From an optimization exercise on the open Yosys and OpenROAD flow, aimed at small area and few clock cycles; shortcuts taken in it are not production practice. The RTL was checked by simulation tests, not by an equivalence proof against the original design. Power is estimated from default activity; no workload was simulated.

Design mode_engine, start of the top module:
module mode_engine (
    input  wire         clk,
    input  wire         rst,           
    input  wire         cmd_valid,
    output wire         cmd_ready,
    input  wire [31:0]  cmd_word,
    input  wire [31:0]  len,
    input  wire [31:0]  aad_len,
    input  wire [127:0] iv,
    input  wire [127:0] tag_in,
    input  wire [7:0]   ksd,
    input  wire [7:0]   kst,
    input  wire [7:0]   ght,
    output wire         done,
    output wire [3:0]   result,
    output wire [127:0] tag_out,
    output wire         in_ready,
    input  wire         in_valid,
    input  wire [127:0] in_data,
    output wire         out_valid,
    output wire [127:0] out_data,
    output wire         bc_req,
    output wire         bc_dec,
    output wire [7:0]   bc_key,
    output wire [127:0] bc_in,
    input  wire         bc_ack,
    input  wire [127:0] bc_out,
    output wire         gh_req,
    output wire [7:0]   gh_key,
    output wire [127:0] gh_acc,
    output wire [127:0] gh_data,
    input  wire         gh_ack,
    input  wire [127:0] gh_out
);
For scale: ~2600 cells after synthesis, ~300 flip-flops, ~1400 I/O pins, roughly 23000 µm² of cells after synthesis.
export LEC_CHECK = 0
export CAP_MARGIN = 20
export CORE_AREA = 10 10 390 390
export CTS_BUF_LIST = sky130_fd_sc_hd__clkbuf_8 sky130_fd_sc_hd__clkbuf_16
export CTS_CLUSTER_DIAMETER = 100
export CTS_CLUSTER_SIZE = 20
export DIE_AREA = 0 0 400 400
export PLACE_DENSITY = 0.7
export SLEW_MARGIN = 20
create_clock -name core_clock -period 10.0 [get_ports {clk}]
standard.sh (not shown) runs the stock make flow with config.mk's settings and CLKGATE_MAP_FILE= SYNTH_SCRIPT=/design/flow/synth_recipe.tcl, a recipe that flattens the netlist after the stock synthesis.
==> flow/flow/run.sh <==
#!/bin/bash
# The standard layout (standard.sh, ORFS's own scripts) with two changes:
#  - ABC maps the logic with an area-oriented script (flow/abc.script) in
#    place of abc_speed.script; everything else in synthesis is unchanged,
#    so the registers are the standard synthesis's;
#  - the port buffers are the smallest buffer cell (buf_1) instead of the
#    delay buffer buffer_ports picks by default. Every port still gets one.
# Output: make's log in standard.log, each step's log under orfs/logs/.
set -euo pipefail
here="$(cd "$(dirname "$0")" && pwd)"
rm -rf scripts
cp -r "$FLOW_HOME/scripts" scripts
cp "$here/abc.script" scripts/abc_speed.script
export BUFFER_PORTS_ARGS="-buffer_cell sky130_fd_sc_hd__buf_1"
bash standard.sh SCRIPTS_DIR="$PWD/scripts" finish > standard.log 2>&1
==> flow/flow/abc.script <==
strash
&get -n
&st
&synch2
&if -K 6 -a
&mfs
&st
&synch2
&if -K 6 -a
&mfs
&st
&dch
&nf -a
&put
topo
stime -c
The first run finished clean.
Testbench counts at the start, summed over its fixed seeds: cycles 35,847.
Edit:
- CTS_BUF_LIST: sky130_fd_sc_hd__clkbuf_8 sky130_fd_sc_hd__clkbuf_16 -> sky130_fd_sc_hd__clkbuf_4 sky130_fd_sc_hd__clkbuf_8
- CTS_CLUSTER_DIAMETER: 100 -> default
- CTS_CLUSTER_SIZE: 20 -> default
- PLACE_DENSITY: 0.7 -> default
After rerunning: Die area is unchanged; final cell count rose by 1.4%; routed wire length climbs by 1.6%; fmax came out lower by 3.0%; global-route usage goes up by 0.66 points.
Edit:
- CTS_BUF_LIST: sky130_fd_sc_hd__clkbuf_4 sky130_fd_sc_hd__clkbuf_8 -> sky130_fd_sc_hd__clkbuf_8 sky130_fd_sc_hd__clkbuf_16
- CTS_CLUSTER_DIAMETER: default -> 80
- CTS_CLUSTER_SIZE: default -> 16
What happened: The new run passed the timing, design-rule and antenna checks; combinational power barely changes; die area stays the same; count of clock-buffer cells in the layout is lower by 58; power is about the same.
Edit:
- CORE_AREA: 10 10 390 390 -> 10 10 510 510
- CTS_CLUSTER_DIAMETER: 80 -> 120
- CTS_CLUSTER_SIZE: 16 -> 24
- DIE_AREA: 0 0 400 400 -> 0 0 520 520
- SLEW_MARGIN: 20 -> 40
=> Cell area is higher by about 7%; via count stays flat; die area is higher by 69%; total power is lower by 1.8%; setup slack improved by 770 ps; combinational power is higher by about 6%; count of clock-buffer cells in the layout is lower by 6.


## main
mode_engine, a different RTL version from the one above (not shown whole).
For scale: about 0.031 mm^2 of cells after synthesis.
==> flow/config.mk <==
export PLATFORM = sky130hd
export DESIGN_NAME = mode_engine
export DESIGN_NICKNAME = mode_engine
export VERILOG_FILES = /design/flow/design.v
export SDC_FILE = /design/flow/constraint.sdc
export NUM_CORES = 4
export LEC_CHECK = 0
export CAP_MARGIN = 20
export CORE_AREA = 10 10 510 510
export DIE_AREA = 0 0 520 520
export SLEW_MARGIN = 20
==> flow/constraint.sdc <==
create_clock -name core_clock -period 10.0 [get_ports {clk}]
set_input_delay 2.0000 -clock core_clock [delete_from_list [all_inputs] [get_ports {clk}]]
set_output_delay 2.0000 -clock core_clock [all_outputs]
set_load 0.01 [all_outputs]
run.sh (not shown) runs the stock make flow with config.mk's settings and CLKGATE_MAP_FILE= SYNTH_SCRIPT=/design/flow/synth_recipe.tcl, a recipe that flattens the netlist after the stock synthesis.
Stock flow here: none of the scripts above is used.
Testbench counts of main, summed over its fixed seeds: cycles 35,862.
Input changes introduced in the feature branch (baseline for comparison: main):
==> flow/flow/run.sh (new file) <==
#!/bin/bash
# Standard layout, with the port buffers made from the smallest buffer cell
# (buf_1) instead of the delay buffer buffer_ports picks by default.
set -euo pipefail
export BUFFER_PORTS_ARGS="-buffer_cell sky130_fd_sc_hd__buf_1"
bash standard.sh finish > standard.log 2>&1
==> flow/standard.sh (new file) <==
#!/bin/bash
# synth_recipe.tcl (not shown) runs the flow's synth.tcl, then flattens the netlist and writes it again
# the make line also repeats each setting of config.mk as NAME=value (left out here)
make -C /OpenROAD-flow-scripts/flow DESIGN_CONFIG=/design/flow/config.mk WORK_HOME=/design/flow/orfs CLKGATE_MAP_FILE= SYNTH_SCRIPT=/design/flow/synth_recipe.tcl "${@:-finish}"
removed: flow/run.sh
--- outcome ---
In the final reports, the cell area of the feature branch is smaller than that of main.
main has higher global-route wire length before repair than the feature branch.
Reported for the feature branch and main, final-report hold violation count turned out identical to the last digit.
len[9] as the startpoint of the worst setup timing path was reported by the feature branch, and len[1] by main.
The power density of the placed cells of the feature branch is higher than that of main.
Lower final clock skew goes to the feature branch over main.
Of the feature branch and main, main shows the higher fraction of power consumed by combinational cells, with the feature branch below it.
Summary — time the final worst path needs with I/O delays and setup, the feature branch relative to main: lower, by 0.23 ns.


== east ==
RTL: one of the versions met above, not the one the previous note started from.
Size in the first run: ~2,600 cells after synthesis, ~1,400 I/O pins, ~23,000 um^2 of cells after synthesis.
Settings: LEC_CHECK=0, CAP_MARGIN=20, CORE_AREA=10 10 390 390, CTS_BUF_LIST=sky130_fd_sc_hd__clkbuf_8 sky130_fd_sc_hd__clkbuf_16, CTS_CLUSTER_DIAMETER=120, CTS_CLUSTER_SIZE=24, DIE_AREA=0 0 400 400, SLEW_MARGIN=20; clock period 10.0 ns.
standard.sh (not shown) runs the stock make flow with config.mk's settings and CLKGATE_MAP_FILE= SYNTH_SCRIPT=/design/flow/synth_recipe.tcl, a recipe that flattens the netlist after the stock synthesis.
==> flow/flow/run.sh <==
#!/bin/bash
# The standard layout (standard.sh, ORFS's own scripts) with two changes:
#  - ABC maps the logic with an area-oriented script (flow/abc.script) in
#    place of abc_speed.script; everything else in synthesis is unchanged,
#    so the registers are the standard synthesis's;
#  - the port buffers are the smallest buffer cell (buf_1) instead of the
#    delay buffer buffer_ports picks by default. Every port still gets one.
# Output: make's log in standard.log, each step's log under orfs/logs/.
set -euo pipefail
here="$(cd "$(dirname "$0")" && pwd)"
rm -rf scripts
cp -r "$FLOW_HOME/scripts" scripts
cp "$here/abc.script" scripts/abc_speed.script
export BUFFER_PORTS_ARGS="-buffer_cell sky130_fd_sc_hd__buf_1"
bash standard.sh SCRIPTS_DIR="$PWD/scripts" finish > standard.log 2>&1
Scripts as last shown in full above: flow/flow/abc.script
Every stage of the flow completed for east, and the final layout passed the timing, design-rule and antenna checks.
Testbench counts of east, summed over its fixed seeds: cycles 35,847.
Inputs modified between east and north:
# east
export LEC_CHECK = 0
export CAP_MARGIN = 20
export CORE_AREA = 10 10 390 390
export CTS_BUF_LIST = sky130_fd_sc_hd__clkbuf_8 sky130_fd_sc_hd__clkbuf_16
export CTS_CLUSTER_DIAMETER = 120
export CTS_CLUSTER_SIZE = 24
export DIE_AREA = 0 0 400 400
export SLEW_MARGIN = 20
create_clock -name core_clock -period 10.0 [get_ports {clk}]
# north
export LEC_CHECK = 0
export CAP_MARGIN = 20
export CORE_AREA = 10 10 510 510
export CTS_BUF_LIST = sky130_fd_sc_hd__clkbuf_4 sky130_fd_sc_hd__clkbuf_8
export DIE_AREA = 0 0 520 520
export SLEW_MARGIN = 40
create_clock -name core_clock -period 10.0 [get_ports {clk}]
## What came out
Per the final summary, north finished and its layout is clean on timing, DRC and antenna.
east finished every step from synthesis to the final layout, and the layout passed the timing, design-rule and antenna checks.
On final routed wirelength across all metal layers, east beats north.
Maximum resistive drop on vdd in north is about 26% lower than in east
Between east and north, the flow reports post-layout net count increasing slightly.
north: non-clock buffer count is about 2.8% higher than what east reported.
Compared with east, the router placed more vias in north.
Placed wire-length estimate for north: about 26% up relative to east
Going from east to north, total number of H-tree levels grows by 2.
north reports a higher core box area than east does.

-- afterwards: timing with drivers on the ports --
No port has a modelled driver above. Below, the same layouts with a new extraction and two added sets of constraints. Step 1: set_driving_cell puts a clkbuf_16 on clk and a buf_2 on each other input, an assumption about the parent block. Step 2 adds t to the input delays and takes it off the output delays; t is the mean of the earliest and latest rising clock arrival at the registers after step 1. Input paths then give back, and output paths get back, about the clock's delay inside the block. Slacks: no drivers / after step 1 / after step 2; pairs: no drivers / after step 1.
| run | shift t [ns] | slack for setup (ns) | worst hold slack (ns) | worst setup path after step 2 | worst data-port slew with drivers (ns) |
|---|---|---|---|---|---|
| the first run of note 1 | 0.726 | 1.614 / 1.638 / 0.913 | 0.488 / 0.488 / 0.488 | input to register | 0.46 |
| the second run of note 1 | 0.812 | 1.356 / 1.366 / 0.554 | 0.477 / 0.477 / 0.477 | input to register | 0.37 |
| the third run of note 1 | 0.715 | 1.204 / 1.220 / 0.505 | 0.477 / 0.477 / 0.477 | input to register | 0.36 |
| the fourth run of note 1 | 0.815 | 1.977 / 1.995 / 1.180 | 0.490 / 0.490 / 0.490 | input to register | 0.47 |
| main | 0.790 | 0.214 / 0.178 / 0.178 | 0.494 / 0.494 / 0.494 | input to output | 0.45 |
| the feature branch | 0.785 | 0.445 / 0.407 / 0.407 | 0.464 / 0.464 / 0.464 | input to output | 0.49 |
| east | 0.744 | 1.251 / 1.265 / 0.521 | 0.483 / 0.483 / 0.483 | input to register | 0.39 |
| north | 0.916 | 1.981 / 1.961 / 1.091 | 0.484 / 0.484 / 0.484 | input to register | 0.44 |
After both steps every run listed still meets setup and hold. The setup slack of north, which loses most, moves by -0.020 ns with the drivers and by -0.890 ns with both steps.
